Background: an optimization exercise with open tools, aiming at small area, a short achievable clock period and few clock cycles. Do not read the settings as production practice.
Only simulation tests tie the RTL to the original design; equivalence was not proved.
Power and IR drop assume default switching activity.

===== flow/config.mk =====
export PLATFORM = sky130hd
export DESIGN_NAME = upb
export DESIGN_NICKNAME = upb
export VERILOG_FILES = /design/flow/design.v
export SDC_FILE = /design/flow/constraint.sdc
export NUM_CORES = 4
export LEC_CHECK = 0
export ABC_CLOCK_PERIOD_IN_PS = 3000
export CAP_MARGIN = 20
export CORE_MARGIN = 2
export CORE_UTILIZATION = 45
export SLEW_MARGIN = 20

===== flow/constraint.sdc =====
create_clock -name core_clock -period 12.0 [get_ports {clk}]
set_input_delay 2.4000 -clock core_clock [delete_from_list [all_inputs] [get_ports {clk}]]
set_output_delay 2.4000 -clock core_clock [all_outputs]
set_load 0.01 [all_outputs]

===== flow/design.v =====
module upb (
    input  wire        clk,
    input  wire        rst,           
    input  wire        cmd_valid,
    output wire        cmd_ready,
    input  wire [39:0] cmd,
    output wire [31:0] res,
    output wire [3:0]  flt,
    output wire [1:0]  st,
    output wire        tx_valid,
    output wire [7:0]  tx_data,
    input  wire        rx_valid,
    output wire        rx_ready,
    input  wire [7:0]  rx_data,
    output wire [23:0] mem_addr,
    input  wire [7:0]  mem_rdata
);
    localparam [7:0] OP_NOP     = 8'h00, OP_RESET   = 8'h01, OP_RDR     = 8'h02,
                     OP_RXFLUSH = 8'h03, OP_TXRAW   = 8'h04, OP_RXGET   = 8'h05,
                     OP_LSEED   = 8'h10, OP_LSTEP   = 8'h11, OP_LTX     = 8'h12,
                     OP_LCHK    = 8'h13, OP_SCLR    = 8'h20, OP_SADD    = 8'h21,
                     OP_SIMG    = 8'h22, OP_SMARK   = 8'h23, OP_STEST   = 8'h24,
                     OP_LRCCLR  = 8'h28, OP_LRCXOR  = 8'h29, OP_ENCWORD = 8'h30,
                     OP_ENCMEM  = 8'h31, OP_FSYNC   = 8'h40, OP_FBYTE   = 8'h41,
                     OP_FFIELD  = 8'h42, OP_PCLR    = 8'h50, OP_PPTR    = 8'h51,
                     OP_PLEN    = 8'h52, OP_PDEL    = 8'h53, OP_SSTART  = 8'h58;
    localparam [1:0] ST_IDLE = 2'd0, ST_RUN = 2'd1, ST_SUCCESS = 2'd2, ST_ABORTED = 2'd3;
    localparam [2:0] PH_NONE = 3'd0, PH_SSYNC = 3'd1, PH_CSYNC = 3'd2, PH_HDR = 3'd3,
                     PH_PAY = 3'd4, PH_ACK = 3'd5, PH_NEXT = 3'd6;
    localparam [2:0] R_NONE = 3'd0, R_MISSSYNC = 3'd1, R_COGMIS = 3'd2, R_CKSUM = 3'd3;
    reg         rs_q;                 
    reg         rc_q;                 
    reg         rdy;                  
    reg         gq;                   
    reg         fst;                  
    reg  [7:0]  kq;                   
    reg         ar;                   
    reg  [1:0]  rq2;                  
    reg  [39:0] cq;                   
    reg  [2:0]  xsub;                 
    reg         oq, hz;               
    reg  [3:0]  hk;                   
    reg  [2:0]  ld;                   
    reg         rx_e0;                
    reg         oacc;                 
    reg  [31:0] res_q;
    reg  [3:0]  flt_q;
    reg  [1:0]  st_q;
    reg  [7:0]  lfsr, sum, lrc;
    reg  [191:0] rptr;                
    reg  [175:0] rlen;                
    reg  [2:0]  rp;                   
    reg  [2:0]  rq;                   
    reg  [3:0]  clr;                  
    reg  [7:0]  pv;                   
    reg  [2:0]  sq;                   
    reg         sf;                   
    reg         sp;                   
    reg  [3:0]  ek;                   
    reg  [2:0]  reason;
    reg  [3:0]  n_q, cog, scan;
    reg         mk;
    reg  [19:0] base;
    reg  [16:0] off;
    reg  [9:0]  chunk;
    reg  [1:0]  flags;
    reg  [7:0]  ackb0, ackb1, ackb2;
    reg  [1:0]  ackn;
    reg  [15:0] paddr;                
    reg         p16, phi;             
    reg  [16:0] rdcnt;                
    reg         rdz;                  
    reg         v1, v2;               
    reg  [7:0]  f0, f1;               
    reg  [1:0]  fo;                   
    reg         pm;                   
    reg         stf;                  
    reg         txv;
    reg  [7:0]  txd;
    reg  [31:0] rxq;
    reg  [1:0]  rx_rd, rx_wr;
    reg  [3:0]  rx_t;                 
    reg         rxr;
    assign cmd_ready = rdy;
    assign res       = res_q;
    assign flt       = flt_q;
    assign st        = st_q;
    assign tx_valid  = txv;
    assign tx_data   = txd;
    assign rx_ready  = rxr;
    assign mem_addr  = {8'd0, paddr};
    function [7:0] lfsr_next(input [7:0] s);
        lfsr_next = {s[6:0], s[7] ^ s[5] ^ s[4] ^ s[1]};
    endfunction
    function [7:0] enc_d(input [2:0] g);
        enc_d = 8'h92 | {1'b0, g[2], 2'b00, g[1], 2'b00, g[0]};
    endfunction
    function [7:0] enc_f(input [1:0] g);
        enc_f = 8'hF2 | {4'b0000, g[1], 2'b00, g[0]};
    endfunction
    function [3:0] next_valid(input [3:0] k, input [7:0] v);
        integer i;
        begin
            next_valid = 4'd0;
            for (i = 8; i >= 1; i = i - 1)
                if (i >= k && v[i-1])
                    next_valid = i[3:0];
        end
    endfunction
    wire [7:0]  i_op  = cmd[39:32];
    wire [31:0] i_arg = cmd[31:0];
    wire        iz31_8 = (i_arg[31:8] == 24'd0);
    wire        iz7_4  = (i_arg[7:4] == 4'd0);
    wire        iz3_2  = (i_arg[3:2] == 2'd0);
    wire        iz31_0 = iz31_8 && iz7_4 && iz3_2 && (i_arg[1:0] == 2'd0);
    wire [3:0]  i_clo  = i_arg[3:0];
    wire [3:0]  i_cp   = i_arg[27:24];
    wire        i_clo_ok = (i_clo >= 4'd1) && (i_clo <= 4'd8);
    wire        i_cp_ok  = (i_cp  >= 4'd1) && (i_cp  <= 4'd8);
    wire [7:0]  i_ra = i_arg[7:0];
    wire        i_rdr_ok = ((i_ra[7:4] == 4'h1) && i_clo_ok) || ((i_ra[7:4] == 4'h2) && i_clo_ok) ||
                           ((i_ra[7:4] == 4'h0) && (i_ra[3:0] <= 4'hA) && (i_ra[3:0] != 4'h5));
    wire i_cA = (i_op == OP_NOP) || (i_op == OP_RESET) || (i_op == OP_RXFLUSH) || (i_op == OP_RXGET) ||
                (i_op == OP_LSTEP) || (i_op == OP_LTX) || (i_op == OP_LCHK) || (i_op == OP_SCLR) ||
                (i_op == OP_STEST) || (i_op == OP_LRCCLR) || (i_op == OP_PCLR);
    wire i_cB = (i_op == OP_RDR) || (i_op == OP_TXRAW) || (i_op == OP_LSEED) || (i_op == OP_SADD) ||
                (i_op == OP_LRCXOR) || (i_op == OP_FSYNC) || (i_op == OP_FBYTE);
    wire i_cC = (i_op == OP_SIMG) || (i_op == OP_PDEL);
    wire i_cF = (i_op == OP_ENCWORD) || (i_op == OP_FFIELD);
    wire i_cH = (i_op == OP_PPTR) || (i_op == OP_PLEN);
    wire [7:0] i_kq = {i_cH && (i_arg[31:28] == 4'd0),
                       (i_op == OP_ENCMEM) && (i_arg[31:24] == 8'd0),
                       i_cF,
                       (i_op == OP_SSTART) && iz31_8 && iz7_4 && iz3_2,
                       (i_op == OP_SMARK) && iz31_8 && iz7_4 && iz3_2 && !i_arg[1],
                       i_cC && iz31_8 && iz7_4,
                       i_cB && iz31_8,
                       i_cA && iz31_0};
    wire [7:0] i_pvr = {pv[6:0], pv[7]};
    wire i_rg1 = ((i_op == OP_RDR) && !i_rdr_ok) ||
                 ((i_op == OP_SIMG) && (!i_clo_ok || !i_pvr[i_clo[2:0]])) ||
                 ((i_op == OP_PDEL) && !i_clo_ok);
    wire i_rg2 = ((i_op == OP_ENCMEM) && ((i_arg[1:0] != 2'b00) || (i_arg[23:16] != 8'd0))) ||
                 ((i_op == OP_PPTR) && !i_cp_ok) ||
                 ((i_op == OP_PLEN) && (!i_cp_ok || (i_arg[1:0] != 2'b00))) ||
                 ((i_op == OP_SSTART) && (pv == 8'd0));
    wire i_arun  = (i_op == OP_NOP) || (i_op == OP_RESET) || (i_op == OP_RDR);
    wire i_reset = (i_op == OP_RESET) && iz31_0;
    wire [7:0]  op   = cq[39:32];
    wire [31:0] arg  = cq[31:0];
    wire [2:0]  c_lo = arg[2:0];      
    wire [2:0]  c_p  = arg[26:24];
    wire is_rdr    = (op == OP_RDR);
    wire is_flush  = (op == OP_RXFLUSH);
    wire is_txraw  = (op == OP_TXRAW);
    wire is_rxget  = (op == OP_RXGET);
    wire is_lseed  = (op == OP_LSEED);
    wire is_lstep  = (op == OP_LSTEP);
    wire is_ltx    = (op == OP_LTX);
    wire is_lchk   = (op == OP_LCHK);
    wire is_sclr   = (op == OP_SCLR);
    wire is_sadd   = (op == OP_SADD);
    wire is_simg   = (op == OP_SIMG);
    wire is_smark  = (op == OP_SMARK);
    wire is_stest  = (op == OP_STEST);
    wire is_lrcclr = (op == OP_LRCCLR);
    wire is_lrcxor = (op == OP_LRCXOR);
    wire is_encw   = (op == OP_ENCWORD);
    wire is_encm   = (op == OP_ENCMEM);
    wire is_fsync  = (op == OP_FSYNC);
    wire is_fbyte  = (op == OP_FBYTE);
    wire is_ffield = (op == OP_FFIELD);
    wire is_pclr   = (op == OP_PCLR);
    wire is_pptr   = (op == OP_PPTR);
    wire is_plen   = (op == OP_PLEN);
    wire is_pdel   = (op == OP_PDEL);
    wire is_sstart = (op == OP_SSTART);
    wire is_enc    = is_encw | is_encm;
    wire [7:0] ra = arg[7:0];
    wire ra_ptr = (ra[7:4] == 4'h1);
    wire ra_len = (ra[7:4] == 4'h2);
    wire kr     = (kq != 8'd0);
    wire f_busy = kr && (st_q == ST_RUN) && !ar;
    wire fault  = !kr || f_busy || (rq2 != 2'd0);
    wire fq     = gq && fst && fault;
    wire go     = gq && !(fst && fault);
    wire first  = go && fst;
    wire [23:0] hp = rptr[23:0];      
    wire [21:0] hl = rlen[21:0];      
    wire        rclr   = (clr != 4'd0);
    wire        at_plo = !rclr && (rp == c_lo);
    wire        at_llo = !rclr && (rq == c_lo);
    wire [17:0] oob_s = {1'b0, p16, paddr} + {1'b0, hl[14:0], 2'b00};
    wire        oob   = phi || (hl[21:15] != 7'd0) || oob_s[17] || (oob_s[16] && (oob_s[15:0] != 16'd0));
    wire [16:0] hlen  = {hl[14:0], 2'b00};
    wire        hlz   = (hl[14:0] == 15'd0);
    wire        seq_run  = (st_q == ST_RUN);
    wire [3:0]  nv_scan  = next_valid(scan, pv);
    wire [3:0]  nv_after = (cog == 4'd8) ? 4'd0 : next_valid(cog + 4'd1, pv);
    wire [10:0] hadd_hi  = base[19:9] + {3'd0, off[16:9]};
    wire [19:0] haddr    = {hadd_hi, base[8:0]};
    reg  [7:0]  hdr_b;
    always @* begin
        case (ek[2:0])
            3'd0: hdr_b = {4'd0, cog};
            3'd1: hdr_b = mk ? 8'hFF : {4'd0, haddr[19:16]};
            3'd2: hdr_b = mk ? 8'hFF : haddr[15:8];
            3'd3: hdr_b = mk ? 8'hFE : haddr[7:0];
            3'd4: hdr_b = 8'd0;
            3'd5: hdr_b = 8'd0;
            3'd6: hdr_b = {6'd0, chunk[9:8]};
            default: hdr_b = chunk[7:0];
        endcase
    end
    wire       rx_have = rx_t[0];
    reg  [7:0] rx_head;
    always @* begin
        case (rx_rd)
            2'd0: rx_head = rxq[7:0];
            2'd1: rx_head = rxq[15:8];
            2'd2: rx_head = rxq[23:16];
            default: rx_head = rxq[31:24];
        endcase
    end
    wire rx_push = rx_valid && rxr;
    wire s_emit = seq_run && !sf && (sq == PH_SSYNC || sq == PH_CSYNC || sq == PH_HDR);
    reg  [3:0] h_n;                   
    reg  [7:0] h_b;
    reg        h_ff;                  
    always @* begin
        h_n  = 4'd0;
        h_b  = arg[7:0];
        h_ff = 1'b0;
        if (is_txraw) h_n = 4'd1;
        if (is_ltx)   begin h_n = 4'd1; h_b = {7'h7F, lfsr[0]}; end
        if (is_fsync) begin h_n = 4'd2; h_b = (hk[0] == 1'b0) ? 8'hFF : arg[7:0]; end
        if (is_fbyte) begin h_n = 4'd1; h_ff = (arg[7:0] == 8'hFF); end
        if (is_ffield) begin
            h_n = 4'd4;
            case (hk[1:0])
                2'd0: h_b = arg[31:24];
                2'd1: h_b = arg[23:16];
                2'd2: h_b = arg[15:8];
                default: h_b = arg[7:0];
            endcase
            h_ff = (h_b == 8'hFF);
        end
        if (is_enc) begin
            h_n = 4'd11;
            case (hk)
                4'd0:  h_b = enc_d(arg[2:0]);
                4'd1:  h_b = enc_d(arg[5:3]);
                4'd2:  h_b = enc_d(arg[8:6]);
                4'd3:  h_b = enc_d(arg[11:9]);
                4'd4:  h_b = enc_d(arg[14:12]);
                4'd5:  h_b = enc_d(arg[17:15]);
                4'd6:  h_b = enc_d(arg[20:18]);
                4'd7:  h_b = enc_d(arg[23:21]);
                4'd8:  h_b = enc_d(arg[26:24]);
                4'd9:  h_b = enc_d(arg[29:27]);
                default: h_b = enc_f(arg[31:30]);
            endcase
        end
    end
    reg [2:0] enc_need;
    always @* begin
        case (hk)
            4'd0, 4'd1:       enc_need = 3'd1;
            4'd2, 4'd3, 4'd4: enc_need = 3'd2;
            4'd5, 4'd6, 4'd7: enc_need = 3'd3;
            default:          enc_need = 3'd4;
        endcase
    end
    wire h_avail = !is_encm || (ld >= enc_need);
    wire h_emit  = go && (h_n != 4'd0) && (hk != h_n) && h_avail;
    wire        pop    = (fo != 2'd0) && (pm || (sp && !stf));
    wire        f0ff   = (f0 == 8'hFF);
    wire        popff  = sp && pop && f0ff;
    wire [2:0]  m_now  = {1'b0, fo} + {2'd0, v2} + {2'd0, v1};
    wire        m_mode = pm || sp;
    wire        m_room = m_mode ? ((m_now < 3'd3) || ((m_now == 3'd3) && pop))
                                : ((m_now < 3'd2) || ((m_now == 3'd2) && pop));
    wire        issue  = !rdz && !popff && m_room;
    wire        drain  = rdz && !v1 && !v2 && ((fo == 2'd0) || (fo == 2'd1 && pop));
    reg         e_v;
    reg  [7:0]  e_b;
    reg         e_f;                  
    always @* begin
        e_v = 1'b0;
        e_b = h_b;
        e_f = 1'b0;
        if (sp) begin
            e_v = (fo != 2'd0);
            e_b = f0;
            e_f = f0ff;
        end else if (s_emit) begin
            e_v = 1'b1;
            case (sq)
                PH_SSYNC: e_b = ek[0] ? {4'd0, n_q} : 8'hFF;
                PH_CSYNC: e_b = ek[0] ? {4'd0, cog} : 8'hFF;
                default:  begin e_b = hdr_b; e_f = (hdr_b == 8'hFF); end
            endcase
        end else if (h_emit) begin
            e_v = 1'b1;
            e_f = h_ff;
        end
    end
    wire e_acc = e_v && !stf;                  
    wire e_ff  = e_acc && e_f;
    wire h_last  = (hk == h_n - 4'd1);
    wire h_done  = (h_emit && e_acc && h_last && !e_f) || ((h_n != 4'd0) && stf && (hk == h_n));
    wire rdr_done = ra_ptr ? at_plo : (ra_len ? at_llo : 1'b1);
    wire [7:0] pvr = {pv[6:0], pv[7]};    
    reg done;
    always @* begin
        done = 1'b0;
        if (fq)
            done = 1'b1;
        else if (go) begin
            if (h_n != 4'd0)
                done = h_done;
            else if (is_rdr)
                done = rdr_done;
            else if (is_pptr)
                done = (rp == c_p);
            else if (is_plen)
                done = (rq == c_p);
            else if (is_simg)
                done = (xsub == 3'd3 && (oq || hz)) || (xsub == 3'd4 && drain);
            else if (is_sstart)
                done = (xsub == 3'd3);
            else
                done = 1'b1;
        end
    end
    wire do_reset = rs_q || rc_q;
    wire flush    = do_reset || (first && is_flush);
    wire x_pop    = first && (is_rxget || is_lchk) && !rx_e0;
    wire lchk_ok  = (rx_head[7:1] == 7'h7F) && (rx_head[0] == lfsr[0]);
    reg [31:0] rdr_val;
    always @* begin
        rdr_val = 32'd0;
        if (ra_ptr)
            rdr_val = {8'd0, hp};
        else if (ra_len)
            rdr_val = {pvr[c_lo], 7'd0, hl, 2'b00};
        else case (ra[3:0])
            4'h0: rdr_val = {9'd0, flags, mk, scan, n_q, cog, reason, sq, st_q};
            4'h1: rdr_val = {28'd0, flt_q};
            4'h2: rdr_val = {24'd0, lfsr};
            4'h3: rdr_val = {24'd0, sum};
            4'h4: rdr_val = {24'd0, lrc};
            4'h6: rdr_val = {12'd0, base};
            4'h7: rdr_val = {15'd0, off};
            4'h8: rdr_val = {22'd0, chunk};
            4'hA: rdr_val = {6'd0, ackn, ackb2, ackb1, ackb0};
            default: rdr_val = 32'd0;
        endcase
    end
    wire [7:0] sum_op = pm ? f0 : (is_smark ? (arg[0] ? 8'hD8 : 8'hEC) : arg[7:0]);
    wire [7:0] sum_nx = sum + sum_op;
    wire [7:0] off_hi1  = off[16:9] + 8'd1;
    wire       len_more = (hlen[16:9] > off[16:9]) || ((hlen[16:9] == off[16:9]) && (hlen[8:0] != 9'd0));
    wire [9:0] len_chk  = (hlen[16:9] == off[16:9]) ? {1'b0, hlen[8:0]} : 10'd512;
    wire [9:0] chunk0   = (hlen[16:9] == 8'd0) ? {1'b0, hlen[8:0]} : 10'd512;
    always @(posedge clk) begin
        rs_q <= rst;
        rc_q <= rdy && cmd_valid && i_reset;
        if (rdy) begin
            cq    <= cmd;
            rx_e0 <= !rx_have;
            xsub  <= 3'd0;
            hk    <= 4'd0;
            ld    <= 3'd0;
            oacc  <= 1'b0;
            kq    <= i_kq;
            ar    <= i_arun;
            rq2   <= {i_rg2, i_rg1};
        end
        fst <= rdy;
        if (rst) begin
            rdy <= 1'b0;
            gq  <= 1'b0;
        end else if (do_reset) begin
            rdy <= 1'b1;
            gq  <= 1'b0;
        end else if (rdy) begin
            rdy <= !cmd_valid;
            gq  <= cmd_valid;
        end else if (done) begin
            rdy <= 1'b1;
            gq  <= 1'b0;
        end
        txv <= !rst && !do_reset && (stf || e_acc);
        txd <= stf ? 8'h00 : e_b;
        stf <= !do_reset && e_ff;
        rp <= do_reset ? 3'd1 : rp + 3'd5;
        rq <= do_reset ? 3'd7 : rq + 3'd5;
        rptr <= {((go && is_pptr && rp == c_p) ? arg[23:0] : (rclr ? 24'd0 : hp)), rptr[191:24]};
        rlen <= {((go && is_plen && rq == c_p) ? arg[23:2] : (rclr ? 22'd0 : hl)), rlen[175:22]};
        if (do_reset || (first && is_pclr))
            clr <= 4'd8;
        else if (rclr)
            clr <= clr - 4'd1;
        v2 <= !do_reset && v1;
        if (v1) paddr <= paddr + 16'd1;
        if (issue) begin
            rdcnt <= rdcnt - 17'd1;
            rdz   <= (rdcnt == 17'd1);
        end
        v1 <= !do_reset && issue;
        if (pop) begin
            if (fo == 2'd2) begin
                f0 <= f1;
                if (v2) f1 <= mem_rdata;
            end else if (v2)
                f0 <= mem_rdata;
        end else if (v2) begin
            if (fo == 2'd0) f0 <= mem_rdata;
            else            f1 <= mem_rdata;
        end
        fo <= do_reset ? 2'd0 : fo - {1'b0, pop} + {1'b0, v2};
        if (rxr) begin
            case (flush ? 2'd0 : rx_wr)
                2'd0: rxq[7:0]   <= rx_data;
                2'd1: rxq[15:8]  <= rx_data;
                2'd2: rxq[23:16] <= rx_data;
                default: rxq[31:24] <= rx_data;
            endcase
        end
        begin : rxq_ctl
            reg       rpop;
            reg [2:0] ncnt;
            rpop = x_pop || (seq_run && !sf && sq == PH_ACK && rx_have);
            if (flush) begin
                rx_rd  <= 2'd0;
                rx_wr  <= {1'b0, rx_push};
                rx_t   <= {3'd0, rx_push};
            end else begin
                if (rpop) rx_rd <= rx_rd + 2'd1;
                if (rx_push) rx_wr <= rx_wr + 2'd1;
                if (rx_push && !rpop) rx_t <= {rx_t[2:0], 1'b1};
                else if (rpop && !rx_push) rx_t <= {1'b0, rx_t[3:1]};
            end
            rxr <= rst || flush || !(!rpop && (rx_t[3] || (rx_t[2] && rx_push)));
        end
        if (do_reset) begin
            lfsr   <= 8'h50;
            sum    <= 8'd0;
            lrc    <= 8'd0;
            res_q  <= 32'd0;
            flt_q  <= 4'd0;
            pv     <= 8'd0;
            st_q   <= ST_IDLE;
            sq     <= PH_NONE;
            sf     <= 1'b0;
            sp     <= 1'b0;
            pm     <= 1'b0;
            reason <= R_NONE;
            n_q    <= 4'd0;
            cog    <= 4'd0;
            scan   <= 4'd0;
            mk     <= 1'b0;
            base   <= 20'd0;
            off    <= 17'd0;
            chunk  <= 10'd0;
            flags  <= 2'd0;
            ackb0  <= 8'd0;
            ackb1  <= 8'd0;
            ackb2  <= 8'd0;
            ackn   <= 2'd0;
            rdz    <= 1'b1;
        end else begin
            if (fq) begin
                if (!kr)         flt_q[0] <= 1'b1;
                else if (f_busy) flt_q[1] <= 1'b1;
                else            flt_q[2] <= 1'b1;
            end
            if (first) begin
                if (is_rxget) res_q <= rx_e0 ? 32'h100 : {24'd0, rx_head};
                if (is_lseed) lfsr <= arg[7:0];
                if (is_lstep) begin res_q <= {31'd0, lfsr[0]}; lfsr <= lfsr_next(lfsr); end
                if (is_ltx)   lfsr <= lfsr_next(lfsr);
                if (is_lchk) begin
                    if (rx_e0)
                        res_q <= 32'd2;
                    else if (lchk_ok) begin
                        res_q <= 32'd1;
                        lfsr  <= lfsr_next(lfsr);
                    end else begin
                        res_q    <= 32'd0;
                        flt_q[3] <= 1'b1;
                    end
                end
                if (is_sclr)   sum <= 8'd0;
                if (is_sadd || is_smark) sum <= sum_nx;
                if (is_stest)  res_q <= {31'd0, (sum == 8'd0)};
                if (is_lrcclr) lrc <= 8'd0;
                if (is_lrcxor) lrc <= lrc ^ arg[7:0];
                if (is_pclr)   pv <= 8'd0;
                if (is_pdel)   pv[c_lo - 3'd1] <= 1'b0;
                if (is_encm) begin
                    paddr <= arg[15:0];
                    rdcnt <= 17'd3;
                    rdz   <= 1'b0;
                    v1    <= 1'b1;
                    pm    <= 1'b1;
                end
            end
            if (go && is_rdr && rdr_done)
                res_q <= rdr_val;
            if (go && is_plen && rq == c_p)
                pv[c_p - 3'd1] <= 1'b1;
            if (h_emit && e_acc)
                hk <= hk + 4'd1;
            if (pm && is_encm && pop) begin
                case (ld[1:0])
                    2'd0: cq[7:0]   <= f0;
                    2'd1: cq[15:8]  <= f0;
                    2'd2: cq[23:16] <= f0;
                    default: cq[31:24] <= f0;
                endcase
                ld <= ld + 3'd1;
            end
            if (pm && done)
                pm <= 1'b0;
            if (go && is_simg) begin
                case (xsub)
                    3'd0: if (at_plo) begin
                              paddr <= hp[15:0]; p16 <= hp[16]; phi <= (hp[23:17] != 7'd0);
                              xsub  <= 3'd1;
                          end
                    3'd1: xsub <= 3'd2;
                    3'd2: begin
                              oq    <= oob;
                              hz    <= hlz;
                              rdcnt <= hlen;
                              xsub  <= 3'd3;
                          end
                    3'd3: begin
                              if (oq) flt_q[2] <= 1'b1;
                              else if (!hz) begin
                                  rdz   <= 1'b0;
                                  pm    <= 1'b1;
                                  xsub  <= 3'd4;
                              end
                          end
                    default: if (pop) sum <= sum_nx;
                endcase
            end
            if (go && is_sstart) begin
                case (xsub)
                    3'd0: if (!rclr) begin
                              paddr <= hp[15:0]; p16 <= hp[16]; phi <= (hp[23:17] != 7'd0);
                              xsub  <= 3'd1;
                          end
                    3'd1: xsub <= 3'd2;
                    3'd2: begin
                        xsub <= (hk == 4'd7) ? 3'd3 : 3'd0;
                        hk   <= hk + 4'd1;
                        oacc <= oacc || (pvr[rq] && oob);
                    end
                    default: begin
                            if (oacc)
                                flt_q[2] <= 1'b1;
                            else begin
                                st_q   <= ST_RUN;
                                sq     <= PH_SSYNC;
                                sf     <= 1'b0;
                                ek     <= 4'd0;
                                reason <= R_NONE;
                                n_q    <= {3'd0, pv[0]} + {3'd0, pv[1]} + {3'd0, pv[2]} + {3'd0, pv[3]} +
                                          {3'd0, pv[4]} + {3'd0, pv[5]} + {3'd0, pv[6]} + {3'd0, pv[7]};
                                cog    <= 4'd0;
                                scan   <= 4'd1;
                                mk     <= 1'b0;
                                base   <= 20'd0;
                                off    <= 17'd0;
                                chunk  <= 10'd0;
                                ackn   <= 2'd0;
                                ackb0  <= 8'd0;
                                ackb1  <= 8'd0;
                                ackb2  <= 8'd0;
                                lrc    <= 8'd0;
                                flags  <= arg[1:0];
                            end
                    end
                endcase
            end
            if (seq_run) begin
                if (sf) begin
                    if (sq == PH_CSYNC) begin
                        case (ek[1:0])
                            2'd0: if (rp == cog[2:0]) begin
                                      paddr <= hp[15:0];
                                      ek    <= 4'd1;
                                  end
                            2'd1: ek <= 4'd2;
                            default: begin
                                off   <= 17'd0;
                                mk    <= hlz;
                                chunk <= chunk0;
                                rdcnt <= {7'd0, chunk0};
                                rdz   <= hlz;
                                lrc   <= 8'd0;
                                sq    <= PH_HDR;
                                sf    <= 1'b0;
                                ek    <= 4'd0;
                            end
                        endcase
                    end else begin
                        if (rq == cog[2:0]) begin
                            mk    <= !len_more;
                            chunk <= len_more ? len_chk : 10'd0;
                            rdcnt <= {7'd0, len_chk};
                            rdz   <= !len_more;
                            lrc   <= 8'd0;
                            sq    <= PH_HDR;
                            sf    <= 1'b0;
                            ek    <= 4'd0;
                        end
                    end
                end else begin
                    case (sq)
                        PH_SSYNC: if (e_acc) begin
                            if (ek[0]) begin sq <= PH_CSYNC; ek <= 4'd0; end
                            else ek <= 4'd1;
                        end
                        PH_CSYNC: if (e_acc) begin
                            if (ek[0]) begin sf <= 1'b1; ek <= 4'd0; end
                            else begin cog <= nv_scan; ek <= 4'd1; end
                        end
                        PH_HDR: begin
                            if ((e_acc && ek == 4'd7 && !e_f) || (stf && ek == 4'd8)) begin
                                ackn <= 2'd0;
                                ek   <= 4'd0;
                                sq   <= mk ? PH_ACK : PH_PAY;
                                sp   <= !mk;
                            end else if (e_acc)
                                ek <= ek + 4'd1;
                        end
                        PH_PAY: begin
                            if (pop) lrc <= lrc ^ f0;
                            if (drain && !popff) begin
                                sq <= PH_ACK;
                                sp <= 1'b0;
                            end
                        end
                        PH_ACK: if (rx_have) begin
                            case (ackn)
                                2'd0: ackb0 <= rx_head;
                                2'd1: ackb1 <= rx_head;
                                default: ackb2 <= rx_head;
                            endcase
                            ackn <= ackn + 2'd1;
                            if (!mk && ackn == 2'd2) begin
                                if (ackb0 != 8'hFF) begin
                                    st_q <= ST_ABORTED; sq <= PH_NONE; reason <= R_MISSSYNC;
                                end else if (ackb1 != {4'd0, cog}) begin
                                    st_q <= ST_ABORTED; sq <= PH_NONE; reason <= R_COGMIS;
                                end else if (rx_head != lrc) begin
                                    st_q <= ST_ABORTED; sq <= PH_NONE; reason <= R_CKSUM;
                                end else if (chunk[9]) begin
                                    off <= {off_hi1, 9'd0};
                                    sf  <= 1'b1;
                                end else begin
                                    off   <= {off[16:9], chunk[8:0]};
                                    mk    <= 1'b1;
                                    chunk <= 10'd0;
                                    lrc   <= 8'd0;
                                    sq    <= PH_HDR;
                                    ek    <= 4'd0;
                                end
                            end else if (mk && ackn == 2'd1) begin
                                if (ackb0 != 8'hFF) begin
                                    st_q <= ST_ABORTED; sq <= PH_NONE; reason <= R_MISSSYNC;
                                end else if (rx_head != {4'd0, cog}) begin
                                    st_q <= ST_ABORTED; sq <= PH_NONE; reason <= R_COGMIS;
                                end else
                                    sq <= PH_NEXT;
                            end
                        end
                        PH_NEXT: begin
                            base <= base + {3'd0, off};
                            scan <= cog + 4'd1;
                            mk   <= 1'b0;
                            ek   <= 4'd0;
                            if (nv_after != 4'd0)
                                sq <= PH_CSYNC;
                            else begin
                                st_q <= ST_SUCCESS;
                                sq   <= PH_NONE;
                            end
                        end
                        default: ;
                    endcase
                end
            end
        end
    end
endmodule

===== flow/flow/run.sh =====
#!/bin/bash
set -euo pipefail
bash standard.sh SETUP_SLACK_MARGIN=8.5 finish > standard_make.log 2>&1

===== flow/standard.sh =====
#!/bin/bash
# synth_recipe.tcl (not shown) runs the flow's synth.tcl, then flattens the netlist and writes it again
# the make line also repeats each setting of config.mk as NAME=value (left out here)
make -C /OpenROAD-flow-scripts/flow DESIGN_CONFIG=/design/flow/config.mk WORK_HOME=/design/flow/orfs CLKGATE_MAP_FILE= SYNTH_SCRIPT=/design/flow/synth_recipe.tcl "${@:-finish}"

==> impl_metrics.toml, run 1 <==
[setup_path]
regToRegSetupSlack_ns = 8.38
r2r-start = "cq[36]"
worst_setup_path_startpoint = "cq[36]"
crit_family = "compound AO/OA/AOI/OAI gates"
worst_ep_required_time_ns = 12.54
worst-endpoint-arrival_ns = 4.15
path_cells = "buf_6 -> or4b_4 -> nor2_4 -> buf_6 -> or4_4 -> a2111oi_4 -> nor3_4 -> buf_6 -> a31oi_4 -> o41ai_4 -> buf_6 -> o21ai_4 -> o221ai_2 -> a31o_1"
path_max_fanout = 8
worst_r2r_path_depth = 14
timing.critical_path.mode_cell = "sky130_fd_sc_hd__buf_6"
critPathSlowestCell = "sky130_fd_sc_hd__or4_4"
critical_path_class = "reg2reg"
worstReg2RegEnd = "sp"
cp_num_buf_inv = 4
worstSetupEndpointType = "flop"
cp.depth = 14
worst_setup_path_start_kind = "flop"
cp-endpoint = "sp"
worst_path_largest_cell_delay_ns = 0.53

[floorplan]
height_of_the_die_um = 268
die-area_um2 = 71600
std_cell_rows = 96
floorplan.initialDensity_pct = 45.5
core_area_um2 = 68700
die_w_um = 268
boundaryPins = 133

[timing]
setup_slack_ns = 8.38
rsz_0062_raised_after_global_routing = "yes"
finalHoldViolations = 0
period_minus_slack_ns = 3.62
fin_crit_sh_pct = 30.1
timing_worst_slew_pin_value_ns = 1.19
slew_violations = 0
totalNegativeSetupSlack_ns = 0
setup_violations = 0
timing.max_slew.rel_slack_pct = 20.0
fmax_mhz = 276
clock_skew_ns = 0.0313

[global_routing]
grt_overflow = 0
global_route_wire_length_before_repair_um = 174000
grtUsageMet3_pct = 6.28
globalRouteMet1Util_pct = 44.5
first_global_vias = 26100
groute.layer.met2.usage_pct = 49.9
grt_max_degree = 58
busiest_layer = "met2"
track_usage_pct = 32.8
antenna_found_initial = 0

[detailed_routing]
detail_route.wirelength_um = 120000
route.detailed.drc = 0
vias_per_cell = 6.10
dr_total_vias = 27800
initialDrtViolationCount = 3082
wl_per_cell_um = 26.3
detailedRoute.firstPassIterationCount = 8
antenna_left = 0

[placement]
port-buffer-count = 119
routabilityCongestion = 1.01
place_worst_setup_slack_ns = 7.18
dp_hpwl_um = 86000
place_area_um2 = 33400

[cts]
clkSinkCount = 723
cts_max_level = 3
clkLatencyLatePin_ns = 0.65
tritoncts.num_buffers = 77
cts_buffer_depth = 3
tritoncts = "yes"
worst_setup_hold_path_clk_slew_ns = 0.06
clockRootBuffer = "sky130_fd_sc_hd__clkbuf_16"

[final_layout]
leading_cell_type_in_the_layout_fill_and_taps_excluded = "sky130_fd_sc_hd__dfxtp_1"
nets = 3747
antennaDiodeCount = 0
postLayoutCoreUtil_pct = 55.5
leading_cell_types_in_the_layout_fill_and_taps_excluded = "sky130_fd_sc_hd__dfxtp_1 (572), sky130_fd_sc_hd__nand2_1 (332), sky130_fd_sc_hd__nor2_1 (298)"
ff_latch_area_um2 = 15400
final_layout_size_suffix_gt1_share_pct = 18.9
layout_filler_cell_count = 6098
multiInputGateArea_um2 = 15700
synthToLayoutAreaGrowth_pct = 22.0
finalInstanceArea_um2 = 38200

[synthesis]
synth_area_per_cell_um2 = 9.24
synth.distinct_cells = 106
yosysWarnings = 1
share_of_synthesized_cell_area_in_full_adder_half_adder_and_majority_cells_pct = 4.78
synth_area_leaders = "sky130_fd_sc_hd__dfxtp_1 (41%), sky130_fd_sc_hd__edfxtp_1 (7.5%), sky130_fd_sc_hd__a21oi_1 (4.5%)"
synth-xor-area-share_pct = 3.58
synth_compound_gate_area_share_pct = 18.6
synth_edf_count = 78
ys_ff_latch = 723
syn_area_um2 = 31300
post-synth-top-area-cell = "sky130_fd_sc_hd__dfxtp_1"
synth-async-reset-ratio_pct = 0
muxShareOfSynthArea_pct = 2.74
ys_seq_area_share_pct = 48.8
synth_top_area_share_pct = 41.3
synth_flop_cell = "sky130_fd_sc_hd__dfxtp_1"
synth_simple_gate_area_share_pct = 17.4
post_synth_inst_count = 3386
largest_family_of_logic_cells_by_synthesized_area = "compound AO/OA/AOI/OAI gates"

[status]
status = "timing/DRC/antenna clean"

[flow_run]
maxCapViolations = 0

[power_and_ir_drop]
leakagePower_uw = 0.0148
comb_power_share_pct = 9.2
power_report.internal_total_uw = 4180
max-vdd-ir-drop_mv = 0.148
switching_power_uw = 1460
sequentialPowerShare_pct = 45.4
power_switching_share_pct = 26.0
power_per_cell_area_nw_per_um2 = 148
clkPwrFrac_pct = 45.4

[hold_path]
hold_path_class = "reg2reg"
-- metrics by stage --
step,total power [µW],cells,hold WS (ns)
detailed placement,3080,4291,0.312
global placement,3070,4291,0.310
CTS,5640,4517,0.310
global route,5800,4566,0.308
finish,5640,4566,0.310
floorplan,2850,3398,0.310
-- routing by layer --
metal,vias to the layer above,part of all wire (%),routed length [µm]
li1,12600,-,-
met1,13500,42,50500
met2,1484,43,52200
met3,312,9.0,10800
met4,0,5.5,6600
met5,-,0,0
-- registers in the layout (all words and copies together) (netlist names), 8 cells and up, named ones only --
name   flops
rxq       32
chunk     10
lrc        8
rptr     192
kq         8
pv         8
base      20
ackb1      8
lfsr       8
paddr     16
rdcnt     17
txd        8
cq        40
ackb2      8
off       17
sum        8
rlen     176
res_q     27
f0         8
ackb0      8
f1         8
-- power by group through the flow --
stage | combinational (µW) | sequential, µW | clock (µW)
CTS | 480 | 2560 | 2600
global placement | 452 | 2620 | 0
floorplan | 279 | 2580 | 0
detailed placement | 458 | 2620 | 0
global route | 540 | 2560 | 2700
finish | 517 | 2560 | 2560
-- Yosys cell counts (53+ instances only) --
library cell / n
sky130_fd_sc_hd__nand2_1: 339
sky130_fd_sc_hd__a21oi_1: 283
sky130_fd_sc_hd__nor2_1: 319
sky130_fd_sc_hd__dfxtp_1: 645
sky130_fd_sc_hd__edfxtp_1: 78
sky130_fd_sc_hd__nand3_1: 122
sky130_fd_sc_hd__o21ai_0: 156
sky130_fd_sc_hd__inv_1: 98
sky130_fd_sc_hd__ha_1: 105
sky130_fd_sc_hd__xnor2_1: 69
sky130_fd_sc_hd__nor3_1: 79
sky130_fd_sc_hd__mux2i_1: 53
sky130_fd_sc_hd__xor2_1: 59
sky130_fd_sc_hd__a22oi_1: 74
sky130_fd_sc_hd__clkbuf_1: 169
-- timing repair --
action                     CTS  global route
gates cloned                 0             0
hold buffers                 0             0
setup buffers               85            49
setup endpoints to repair  297           207
gates resized for setup    563           162
pin swaps                   41            47
-- worst min-delay path by stage --
stage                         start         to  slack [ns]  depth (start not counted)
final                      rptr[96]   rptr[72]        0.31                          0
after global routing       rptr[96]   rptr[72]        0.31                          0
after CTS                 rlen[124]  rlen[102]        0.31                          0
after detailed placement  rlen[124]  rlen[102]        0.31                          0
after global placement     rptr[45]   rptr[21]        0.31                          0
after floorplan            rlen[22]    rlen[0]        0.31                          0
-- layout make-up --
type,instances,area share (%)
Inverter,103,1.02
Clock buffer,100,5.66
Clock inverter,41,1.63
Tap cell,931,3.05
Sequential cell,723,40.4
Multi-Input combinational cell,2357,41.2
Timing Repair Buffer,311,7.10
-- cells by family (layout without fill, tap and decap cells) --
| family | after synthesis | after routing |
|---|---|---|
| xor+xnor | 128 | 128 |
| compound gates | 896 | 896 |
| buf+inv | 318 | 555 |
| fa+ha+maj | 114 | 114 |
| other cells | 1 | 13 |
| mux | 76 | 76 |
| simple gates | 1130 | 1130 |
| flops | 723 | 723 |
Testbench counts, summed over its fixed seeds: cycles 72,056.
==> inputs of run 2 (changes only) <==
--- a/flow/design.v
+++ b/flow/design.v
@@ -31,6 +31,9 @@
     reg         rs_q;                 
     reg         rc_q;                 
     reg         rdy;                  
+    reg         pre;                  
+    reg         db;                   
+    reg         pb;                   
     reg         gq;                   
     reg         fst;                  
     reg  [7:0]  kq;                   
@@ -107,8 +110,8 @@
                     next_valid = i[3:0];
         end
     endfunction
-    wire [7:0]  i_op  = cmd[39:32];
-    wire [31:0] i_arg = cmd[31:0];
+    wire [7:0]  i_op  = cq[39:32];
+    wire [31:0] i_arg = cq[31:0];
     wire        iz31_8 = (i_arg[31:8] == 24'd0);
     wire        iz7_4  = (i_arg[7:4] == 4'd0);
     wire        iz3_2  = (i_arg[3:2] == 2'd0);
@@ -282,33 +285,31 @@
                                 : ((m_now < 3'd2) || ((m_now == 3'd2) && pop));
     wire        issue  = !rdz && !popff && m_room;
     wire        drain  = rdz && !v1 && !v2 && ((fo == 2'd0) || (fo == 2'd1 && pop));
-    reg         e_v;
-    reg  [7:0]  e_b;
-    reg         e_f;                  
+    reg         s_v;
+    reg  [7:0]  s_b;
+    reg         s_f;                  
     always @* begin
-        e_v = 1'b0;
-        e_b = h_b;
-        e_f = 1'b0;
+        s_v = 1'b0;
+        s_b = f0;
+        s_f = 1'b0;
         if (sp) begin
-            e_v = (fo != 2'd0);
-            e_b = f0;
-            e_f = f0ff;
+            s_v = (fo != 2'd0);
+            s_f = f0ff;
         end else if (s_emit) begin
-            e_v = 1'b1;
+            s_v = 1'b1;
             case (sq)
-                PH_SSYNC: e_b = ek[0] ? {4'd0, n_q} : 8'hFF;
-                PH_CSYNC: e_b = ek[0] ? {4'd0, cog} : 8'hFF;
-                default:  begin e_b = hdr_b; e_f = (hdr_b == 8'hFF); end
+                PH_SSYNC: s_b = ek[0] ? {4'd0, n_q} : 8'hFF;
+                PH_CSYNC: s_b = ek[0] ? {4'd0, cog} : 8'hFF;
+                default:  begin s_b = hdr_b; s_f = (hdr_b == 8'hFF); end
             endcase
-        end else if (h_emit) begin
-            e_v = 1'b1;
-            e_f = h_ff;
         end
     end
-    wire e_acc = e_v && !stf;                  
-    wire e_ff  = e_acc && e_f;
+    wire s_acc = s_v && !stf;                  
+    wire h_acc = h_emit && !stf;               
+    wire e_acc = s_acc || h_acc;
+    wire e_ff  = (s_acc && s_f) || (h_acc && h_ff);
     wire h_last  = (hk == h_n - 4'd1);
-    wire h_done  = (h_emit && e_acc && h_last && !e_f) || ((h_n != 4'd0) && stf && (hk == h_n));
+    wire h_done  = (h_acc && h_last && !h_ff) || ((h_n != 4'd0) && stf && (hk == h_n));
     wire rdr_done = ra_ptr ? at_plo : (ra_len ? at_llo : 1'b1);
     wire [7:0] pvr = {pv[6:0], pv[7]};    
     reg done;
@@ -365,34 +366,44 @@
     wire [9:0] chunk0   = (hlen[16:9] == 8'd0) ? {1'b0, hlen[8:0]} : 10'd512;
     always @(posedge clk) begin
         rs_q <= rst;
-        rc_q <= rdy && cmd_valid && i_reset;
+        rc_q <= ((rdy && cmd_valid && pre) || db) && i_reset;
+        if (rdy || done || do_reset)
+            cq <= cmd;
+        pre <= cmd_valid && (done || do_reset || (rdy && !cmd_valid));
+        if (rdy || db) begin
+            kq    <= i_kq;
+            ar    <= i_arun;
+            rq2   <= {i_rg2, i_rg1};
+        end
         if (rdy) begin
-            cq    <= cmd;
             rx_e0 <= !rx_have;
             xsub  <= 3'd0;
             hk    <= 4'd0;
             ld    <= 3'd0;
             oacc  <= 1'b0;
-            kq    <= i_kq;
-            ar    <= i_arun;
-            rq2   <= {i_rg2, i_rg1};
         end
-        fst <= rdy;
+        fst <= rdy || db;
         if (rst) begin
             rdy <= 1'b0;
             gq  <= 1'b0;
+            db  <= 1'b0;
         end else if (do_reset) begin
             rdy <= 1'b1;
             gq  <= 1'b0;
+            db  <= 1'b0;
         end else if (rdy) begin
             rdy <= !cmd_valid;
-            gq  <= cmd_valid;
+            gq  <= cmd_valid && pre;
+            db  <= cmd_valid && !pre;
+        end else if (db) begin
+            db  <= 1'b0;
+            gq  <= 1'b1;
         end else if (done) begin
             rdy <= 1'b1;
             gq  <= 1'b0;
         end
         txv <= !rst && !do_reset && (stf || e_acc);
-        txd <= stf ? 8'h00 : e_b;
+        txd <= stf ? 8'h00 : (seq_run ? s_b : h_b);
         stf <= !do_reset && e_ff;
         rp <= do_reset ? 3'd1 : rp + 3'd5;
         rq <= do_reset ? 3'd7 : rq + 3'd5;
@@ -420,8 +431,9 @@
             else            f1 <= mem_rdata;
         end
         fo <= do_reset ? 2'd0 : fo - {1'b0, pop} + {1'b0, v2};
+        pb <= db && rx_push;
         if (rxr) begin
-            case (flush ? 2'd0 : rx_wr)
+            case (rx_wr)
                 2'd0: rxq[7:0]   <= rx_data;
                 2'd1: rxq[15:8]  <= rx_data;
                 2'd2: rxq[23:16] <= rx_data;
@@ -433,9 +445,9 @@
             reg [2:0] ncnt;
             rpop = x_pop || (seq_run && !sf && sq == PH_ACK && rx_have);
             if (flush) begin
-                rx_rd  <= 2'd0;
-                rx_wr  <= {1'b0, rx_push};
-                rx_t   <= {3'd0, rx_push};
+                rx_rd  <= rx_wr - {1'b0, pb};
+                if (rx_push) rx_wr <= rx_wr + 2'd1;
+                rx_t   <= {2'd0, pb && rx_push, pb || rx_push};
             end else begin
                 if (rpop) rx_rd <= rx_rd + 2'd1;
                 if (rx_push) rx_wr <= rx_wr + 2'd1;
@@ -511,7 +523,7 @@
                 res_q <= rdr_val;
             if (go && is_plen && rq == c_p)
                 pv[c_p - 3'd1] <= 1'b1;
-            if (h_emit && e_acc)
+            if (h_acc)
                 hk <= hk + 4'd1;
             if (pm && is_encm && pop) begin
                 case (ld[1:0])
@@ -622,21 +634,21 @@
                     end
                 end else begin
                     case (sq)
-                        PH_SSYNC: if (e_acc) begin
+                        PH_SSYNC: if (s_acc) begin
                             if (ek[0]) begin sq <= PH_CSYNC; ek <= 4'd0; end
                             else ek <= 4'd1;
                         end
-                        PH_CSYNC: if (e_acc) begin
+                        PH_CSYNC: if (s_acc) begin
                             if (ek[0]) begin sf <= 1'b1; ek <= 4'd0; end
                             else begin cog <= nv_scan; ek <= 4'd1; end
                         end
                         PH_HDR: begin
-                            if ((e_acc && ek == 4'd7 && !e_f) || (stf && ek == 4'd8)) begin
+                            if ((s_acc && ek == 4'd7 && !s_f) || (stf && ek == 4'd8)) begin
                                 ackn <= 2'd0;
                                 ek   <= 4'd0;
                                 sq   <= mk ? PH_ACK : PH_PAY;
                                 sp   <= !mk;
-                            end else if (e_acc)
+                            end else if (s_acc)
                                 ek <= ek + 4'd1;
                         end
                         PH_PAY: begin
--- a/flow/config.mk
+++ b/flow/config.mk
@@ -9,4 +9,6 @@
 export CAP_MARGIN = 20
 export CORE_MARGIN = 2
 export CORE_UTILIZATION = 45
+export CTS_CLUSTER_DIAMETER = 100
+export CTS_CLUSTER_SIZE = 30
 export SLEW_MARGIN = 20
==> run 2 against run 1 <==
Synthesized cell count is 0.12% higher; non-clock buffer count is 22 lower; first-iteration DRC count is 12% higher; final cell count is 2.5% lower; count of clock-buffer cells in the layout is 61 lower; synthesized area is 0.18% higher; critical path depth is 12 lower; global-route usage is 0.70 points lower; wire length is 1.9% lower; still clean.
==> impl_metrics.toml, run 2 <==
[synthesis]
share_of_synthesized_cell_area_in_full_adder_half_adder_and_majority_cells_pct = 4.93
synth_simple_gate_area_share_pct = 16.7
synth_area_per_cell_um2 = 9.25
synth.distinct_cells = 94
synth-xor-area-share_pct = 3.20
largest_family_of_logic_cells_by_synthesized_area = "compound AO/OA/AOI/OAI gates"
yosysMostFrequentCell = "sky130_fd_sc_hd__dfxtp_1"
yosysWarnings = 1
synth_compound_gate_area_share_pct = 19.0
ys_ff_latch = 726
netlist_top_cells_count = "sky130_fd_sc_hd__dfxtp_1 (644), sky130_fd_sc_hd__nand2_1 (373), sky130_fd_sc_hd__nor2_1 (267)"
ys_seq_area_share_pct = 49.0
muxShareOfSynthArea_pct = 2.75
synth_flop_cell = "sky130_fd_sc_hd__dfxtp_1"
synth_top_area_share_pct = 41.1
post_synth_inst_count = 3390
synth_edf_count = 82
post-synth-top-area-cell = "sky130_fd_sc_hd__dfxtp_1"
syn_area_um2 = 31300
synth-async-reset-ratio_pct = 0
synth_area_leaders = "sky130_fd_sc_hd__dfxtp_1 (41%), sky130_fd_sc_hd__edfxtp_1 (7.9%), sky130_fd_sc_hd__nand2_1 (4.5%)"

[timing]
clock_skew_ns = 0.0302
rsz_0062_raised_after_global_routing = "yes"
timing.max_slew.rel_slack_pct = 31.8
period_minus_slack_ns = 3.60
fin_crit_sh_pct = 30.0
fmax_mhz = 277
setup_violations = 0
timing_worst_slew_pin_value_ns = 1.02
totalNegativeSetupSlack_ns = 0
finalHoldViolations = 0
slew_violations = 0

[global_routing]
first_global_vias = 25800
antenna_found_initial = 4
grt_overflow = 0
grt_max_degree = 81
track_usage_pct = 32.1
global_route_wire_length_before_repair_um = 171000

[detailed_routing]
wl_per_cell_um = 26.4
dr_total_vias = 27700
vias_per_cell = 6.21
detail_route.wirelength_um = 118000
route.detailed.drc = 0
detailedRoute.firstPassIterationCount = 8
antenna_left = 0
initialDrtViolationCount = 3465

[final_layout]
antennaDiodeCount = 0
largest_register_ffs = 192
synthToLayoutAreaGrowth_pct = 15.4
final_layout_size_suffix_gt1_share_pct = 14.2
top_reg_by_flops = "rptr"
leading_cell_type_in_the_layout_fill_and_taps_excluded = "sky130_fd_sc_hd__dfxtp_1"
leading_cell_types_in_the_layout_fill_and_taps_excluded = "sky130_fd_sc_hd__dfxtp_1 (578), sky130_fd_sc_hd__nand2_1 (368), sky130_fd_sc_hd__nor2_1 (257)"
layout_filler_cell_count = 6353
top_regs = "rptr: 192 flops, rlen: 176 flops, cq: 40 flops"
ff_latch_area_um2 = 15500
stdcell_count = 4454
multiInputGateArea_um2 = 15300
nets = 3682

[placement]
numPlacedInstances = 4271
port-buffer-count = 119
dp_hpwl_um = 82000
routabilityCongestion = 0.984

[setup_path]
critPathSlowestCell = "sky130_fd_sc_hd__dfxtp_4"
path_cells = "buf_12 -> buf_6"
worst_setup_path_startpoint = "rdy"
worst-endpoint-arrival_ns = 1.20
worstSetupEndpointType = "output port"
cp-endpoint = "cmd_ready"
cp.depth = 2
crit_family = "flip-flops"
path_max_fanout = 2
critical_path_class = "reg2out"
regToRegSetupSlack_ns = 8.50
cp_num_buf_inv = 2
worst_path_largest_cell_delay_ns = 0.36
worstReg2RegEnd = "txd[3]"
worst_r2r_path_depth = 10
worst_setup_path_start_kind = "flop"
worst_ep_required_time_ns = 9.60
r2r-start = "off[9]"

[power_and_ir_drop]
comb_power_share_pct = 10.0
max-vdd-ir-drop_mv = 0.138
leakagePower_uw = 0.0136
switching_power_uw = 1220
clkPwrFrac_pct = 32.9
power_per_cell_area_nw_per_um2 = 124
power_switching_share_pct = 27.2
sequentialPowerShare_pct = 57.1
totalPowerFinal_uw = 4480
power_report.internal_total_uw = 3260

[floorplan]
height_of_the_die_um = 268
die_w_um = 268
std_cell_rows = 96
boundaryPins = 133
floorplan.initialDensity_pct = 45.5
core_area_um2 = 68800
die-area_um2 = 71800

[cts]
clockRootBuffer = "sky130_fd_sc_hd__clkbuf_16"
clkSinkCount = 726
tritoncts.num_buffers = 35
cts_max_level = 2
worst_setup_hold_path_clk_slew_ns = 0.12
tritoncts = "yes"
total_of_hold_buffers_inserted_after_clock_tree_synthesis = 0
clkLatencyLatePin_ns = 0.63
cts_buffer_depth = 3

[flow_run]
maxCapViolations = 0

[status]
status = "timing/DRC/antenna clean"

[hold_path]
hold_path_class = "reg2reg"
==> run 2: cell types whose count changed after synthesis, sizes merged, moves of 11 or more <==
cell	before	now
nor2	320	268
a21oi	284	216
a22o	19	8
nand2	339	373
nand3	122	96
and2	20	31
nand3b	11	25
xnor2	69	57
a22oi	74	95
o21ai	162	258
==> run 2: stage by stage <==
stage                     cell area, µm²  setup slack [ns]  util (%)  hold WS, ns
final                              36200              8.40      52.5        0.322
after global routing               36200              8.36      52.5        0.331
after CTS                          35500              8.37      51.6        0.326
after detailed placement           33200              7.07      48.2        0.312
after global placement             33200              7.19      48.2        0.310
after floorplan                    31400              8.52         -        0.310
==> run 2: logic make-up after synthesis <==
logic type,after synthesis
DFF,726
other,1
and+or+nand+nor,1095
muxes,78
adders and majority gates,118
buffers and inverters,331
xor gates and xnor gates,113
AOI/OAI and AO/OA,928
==> run 2: power by group through the flow <==
stage               Combinational [µW]  Clock [µW]  Sequential (µW)
floorplan                          242           0             2580
detailed placement                 369           0             2620
global placement                   362           0             2620
global route                       469        1580             2560
CTS                                413        1500             2560
finish                             448        1480             2560
==> run 2: worst reg2reg max path: cells and delay by family, from the launching register on <==
kind | cells | cell delay [ns]
adders and majority gates | 2 | 0.71
and+or+nand+nor | 1 | 0.42
AOI/OAI and AO/OA | 6 | 1.61
xor gates and xnor gates | 1 | 0.21
DFF | 1 | 0.41
==> run 2: final cells by class <==
type | instances | share of cell area [%]
Clock buffer | 39 | 2.46
Timing Repair Buffer | 289 | 7.24
Inverter | 100 | 1.04
Sequential cell | 726 | 42.9
Clock inverter | 17 | 0.779
Tap cell | 931 | 3.22
Multi-Input combinational cell | 2352 | 42.3
==> run 2: worst min path at each step <==
stage                     cells past startpoint      start         to
final                                         0  rptr[147]  rptr[123]
after global placement                        0   rlen[48]   rlen[26]
after detailed placement                      0  rptr[175]  rptr[151]
after global routing                          0   rptr[74]   rptr[50]
after CTS                                     0  rptr[147]  rptr[123]
after floorplan                               0   rlen[22]    rlen[0]
==> run 2: layer usage <==
layer | vias up | GRT usage (%) | share of wire, %
li1 | 12400 | - | -
met1 | 13400 | 44.3 | 42
met2 | 1530 | 49.3 | 44
met4 | 6 | 12.3 | 4.3
met3 | 273 | 6.74 | 10
met5 | - | 0 | 0.035
==> run 2: repair_timing <==
action                                  CTS  global route
hold endpoints to repair                  0             0
setup buffers                            77            42
cloned                                    8             0
gates resized for setup                 452            93
endpoints found under the setup margin  241           224
pin swaps                                17            35
Testbench counts of run 2, summed over its fixed seeds: cycles 72,184.
==> inputs of run 3 (changes only) <==
--- a/flow/config.mk
+++ b/flow/config.mk
@@ -9,6 +9,6 @@
 export CAP_MARGIN = 20
 export CORE_MARGIN = 2
 export CORE_UTILIZATION = 45
-export CTS_CLUSTER_DIAMETER = 100
-export CTS_CLUSTER_SIZE = 30
+export CTS_CLUSTER_DIAMETER = 90
+export CTS_CLUSTER_SIZE = 24
 export SLEW_MARGIN = 20
==> run 3 against run 2 <==
Register-to-register slack about the same; worst hold slack lost 0.0045 ns; die area unchanged; synthesized area did not move.
==> impl_metrics.toml, run 3 <==
[status]
status = "timing/DRC/antenna clean"

[detailed_routing]
detail_route.wirelength_um = 118000
wl_per_cell_um = 26.4
detailedRoute.firstPassIterationCount = 9
vias_per_cell = 6.21
initialDrtViolationCount = 3485
antenna_left = 0
dr_total_vias = 27700
route.detailed.drc = 0

[final_layout]
postLayoutCoreUtil_pct = 53.0
top_regs = "rptr: 192 flops, rlen: 176 flops, cq: 40 flops"
stdcell_count = 4461
final_layout_size_suffix_gt1_share_pct = 14.4
nets = 3686
largest_register_ffs = 192
antennaDiodeCount = 0
top_reg_by_flops = "rptr"
leading_cell_type_in_the_layout_fill_and_taps_excluded = "sky130_fd_sc_hd__dfxtp_1"
synthToLayoutAreaGrowth_pct = 16.4
leading_cell_types_in_the_layout_fill_and_taps_excluded = "sky130_fd_sc_hd__dfxtp_1 (578), sky130_fd_sc_hd__nand2_1 (369), sky130_fd_sc_hd__nor2_1 (257)"

[synthesis]
muxShareOfSynthArea_pct = 2.75
synth_simple_gate_area_share_pct = 16.7
ys_seq_area_share_pct = 49.0
ys_ff_latch = 726
synth-async-reset-ratio_pct = 0
synth_top_area_share_pct = 41.1
netlist_top_cells_count = "sky130_fd_sc_hd__dfxtp_1 (644), sky130_fd_sc_hd__nand2_1 (373), sky130_fd_sc_hd__nor2_1 (267)"
synth.distinct_cells = 94
synth_flop_cell = "sky130_fd_sc_hd__dfxtp_1"
post_synth_inst_count = 3390
synth_area_per_cell_um2 = 9.25
synth_area_leaders = "sky130_fd_sc_hd__dfxtp_1 (41%), sky130_fd_sc_hd__edfxtp_1 (7.9%), sky130_fd_sc_hd__nand2_1 (4.5%)"
synth-xor-area-share_pct = 3.20
largest_family_of_logic_cells_by_synthesized_area = "compound AO/OA/AOI/OAI gates"
syn_area_um2 = 31300
share_of_synthesized_cell_area_in_full_adder_half_adder_and_majority_cells_pct = 4.93
synth_edf_count = 82
post-synth-top-area-cell = "sky130_fd_sc_hd__dfxtp_1"
yosysWarnings = 1
synth_compound_gate_area_share_pct = 19.0
yosysMostFrequentCell = "sky130_fd_sc_hd__dfxtp_1"

[global_routing]
first_global_vias = 25900
global_route_wire_length_before_repair_um = 171000
grt_overflow = 0
antenna_found_initial = 6
grt_max_degree = 81
track_usage_pct = 32.1

[setup_path]
worst_setup_path_start_kind = "flop"
r2r-start = "off[9]"
worst-endpoint-arrival_ns = 1.22
worst_ep_required_time_ns = 9.60
worst_setup_path_startpoint = "rdy"
worstSetupEndpointType = "output port"
path_max_fanout = 2
critical_path_class = "reg2out"

[power_and_ir_drop]
comb_power_share_pct = 9.7
max-vdd-ir-drop_mv = 0.132
sequentialPowerShare_pct = 54.7
clkPwrFrac_pct = 35.6
power_report.internal_total_uw = 3420
totalPowerFinal_uw = 4670
leakagePower_uw = 0.0137
power_per_cell_area_nw_per_um2 = 128
power_switching_share_pct = 26.8
switching_power_uw = 1250

[floorplan]
core_area_um2 = 68800
boundaryPins = 133
std_cell_rows = 96
height_of_the_die_um = 268
die_w_um = 268
floorplan.initialDensity_pct = 45.5
die-area_um2 = 71800

[hold_path]
hold_path_startpoint = "rptr[48]"
hold_path_class = "reg2reg"

[timing]
timing_worst_slew_pin_value_ns = 1.03
slew_violations = 0
fin_crit_sh_pct = 30.2
clock_skew_ns = 0.0486
finalHoldViolations = 0
fin_worst_hold_slack_ns = 0.318
timing.max_slew.rel_slack_pct = 30.8
period_minus_slack_ns = 3.62
setup_violations = 0
rsz_0062_raised_after_global_routing = "yes"
totalNegativeSetupSlack_ns = 0
fmax_mhz = 276

[cts]
cts_buffer_depth = 3
cts_max_level = 2
tritoncts.num_buffers = 42
clkLatencyLatePin_ns = 0.65
clockRootBuffer = "sky130_fd_sc_hd__clkbuf_16"
worst_setup_hold_path_clk_slew_ns = 0.10
tritoncts = "yes"
clkSinkCount = 726
total_of_hold_buffers_inserted_after_clock_tree_synthesis = 0

[placement]
routabilityCongestion = 0.984
port-buffer-count = 119
numPlacedInstances = 4271
dp_hpwl_um = 82000

[flow_run]
maxCapViolations = 0
[run 3: cell count changes in the layout (fill, tap and decap cells not counted), moves of 3 or more]
cell	delta
sky130_fd_sc_hd__clkbuf_16	+8
sky130_fd_sc_hd__buf_4	-4
sky130_fd_sc_hd__clkinv_8	-3
sky130_fd_sc_hd__nor4_1	-3
sky130_fd_sc_hd__nor4_2	+3
[run 3: worst max-delay path, stage by stage, from the launching register on]
cell and delay [ns]:
sky130_fd_sc_hd__dfxtp_4 0.36, sky130_fd_sc_hd__buf_12 0.12, sky130_fd_sc_hd__buf_6 0.11
[run 3: cells by family after synthesis]
logic type / count (synthesis)
AND/OR/NAND/NOR: 1095
other: 1
adder cells (fa/ha/maj): 118
buffers and inverters: 331
flip-flops: 726
AO/OA/AOI/OAI: 928
XOR/XNOR: 113
multiplexers: 78
[run 3: final timing paths]
path               end  slack [ns]  cells after the start
max          cmd_ready        8.38                      2
min           rptr[24]        0.32                      0
max reg2reg     txd[3]        8.51                     10
min reg2reg   rptr[24]        0.32                      0
[run 3: area by class of cell]
cell class,instances,area (µm²)
repair buffers,286,2610
flip-flops and latches,726,15500
clock buffers,49,1100
clock inverters,17,335
multi-input cells,2352,15400
fillers,6274,32300
well taps,931,1160
inverters,100,375
[run 3: repair_timing]
action	CTS	global route
buffers inserted	79	37
gates cloned	7	1
gates resized for setup	449	105
pin swaps	17	37
setup endpoints to repair	242	221
[run 3: stage by stage]
stage,area (µm²),worst slack [ns]
final,36500,8.38
after global routing,36500,8.34
after global placement,33200,7.19
after detailed placement,33200,7.07
after CTS,35800,8.35
after floorplan,31400,8.52
[run 3: power by group through the flow]
| stage | logic (µW) | clock network, µW | registers [µW] |
|---|---|---|---|
| 2_1_floorplan | 242 | 0 | 2580 |
| 3_3_place_gp | 362 | 0 | 2620 |
| 3_5_place_dp | 369 | 0 | 2620 |
| 4_1_cts | 414 | 1690 | 2550 |
| 5_1_grt | 473 | 1780 | 2560 |
| 6_report | 452 | 1670 | 2560 |
[run 3: routing by layer]
layer	track usage, %	part of all wire (%)	vias up
li1	-	-	12400
met1	44.4	42	13400
met2	49.6	44	1526
met3	6.38	9.7	302
met4	12.4	4.6	10
met5	0	0.056	-

==> afterwards: timing with drivers on the ports <==
How much do the figures lean on ideal ports? The routed layouts below were timed once more, with nothing changed but the port constraints.
Step 1 sets driving cells, clkbuf_16 on the clock port and buf_2 on the other inputs (assumed; they add their load-dependent delay and slew).
Step 2 moves the port delays by t, midway between the first and last clock arrival at a register: inputs arrive t later, outputs are due t later. That takes back most of the time a late clock gives input paths.
Slacks: no drivers / after step 1 / after step 2; pairs: no drivers / after step 1.
| run | t (ns) | setup WS [ns] | worst setup path after step 2 | worst slew at a driven data input, ns |
|---|---|---|---|---|
| run 1 | 0.695 | 8.383 / 8.373 / 7.737 | input to register | 0.06 |
| run 2 | 0.677 | 8.396 / 8.331 / 7.964 | input to register | 0.06 |
| run 3 | 0.689 | 8.376 / 8.312 / 7.931 | input to register | 0.06 |
After both steps every run listed still meets setup and hold. For run 1, which loses most, drivers alone change the setup slack by -0.010 ns; drivers and shift together by -0.646 ns.
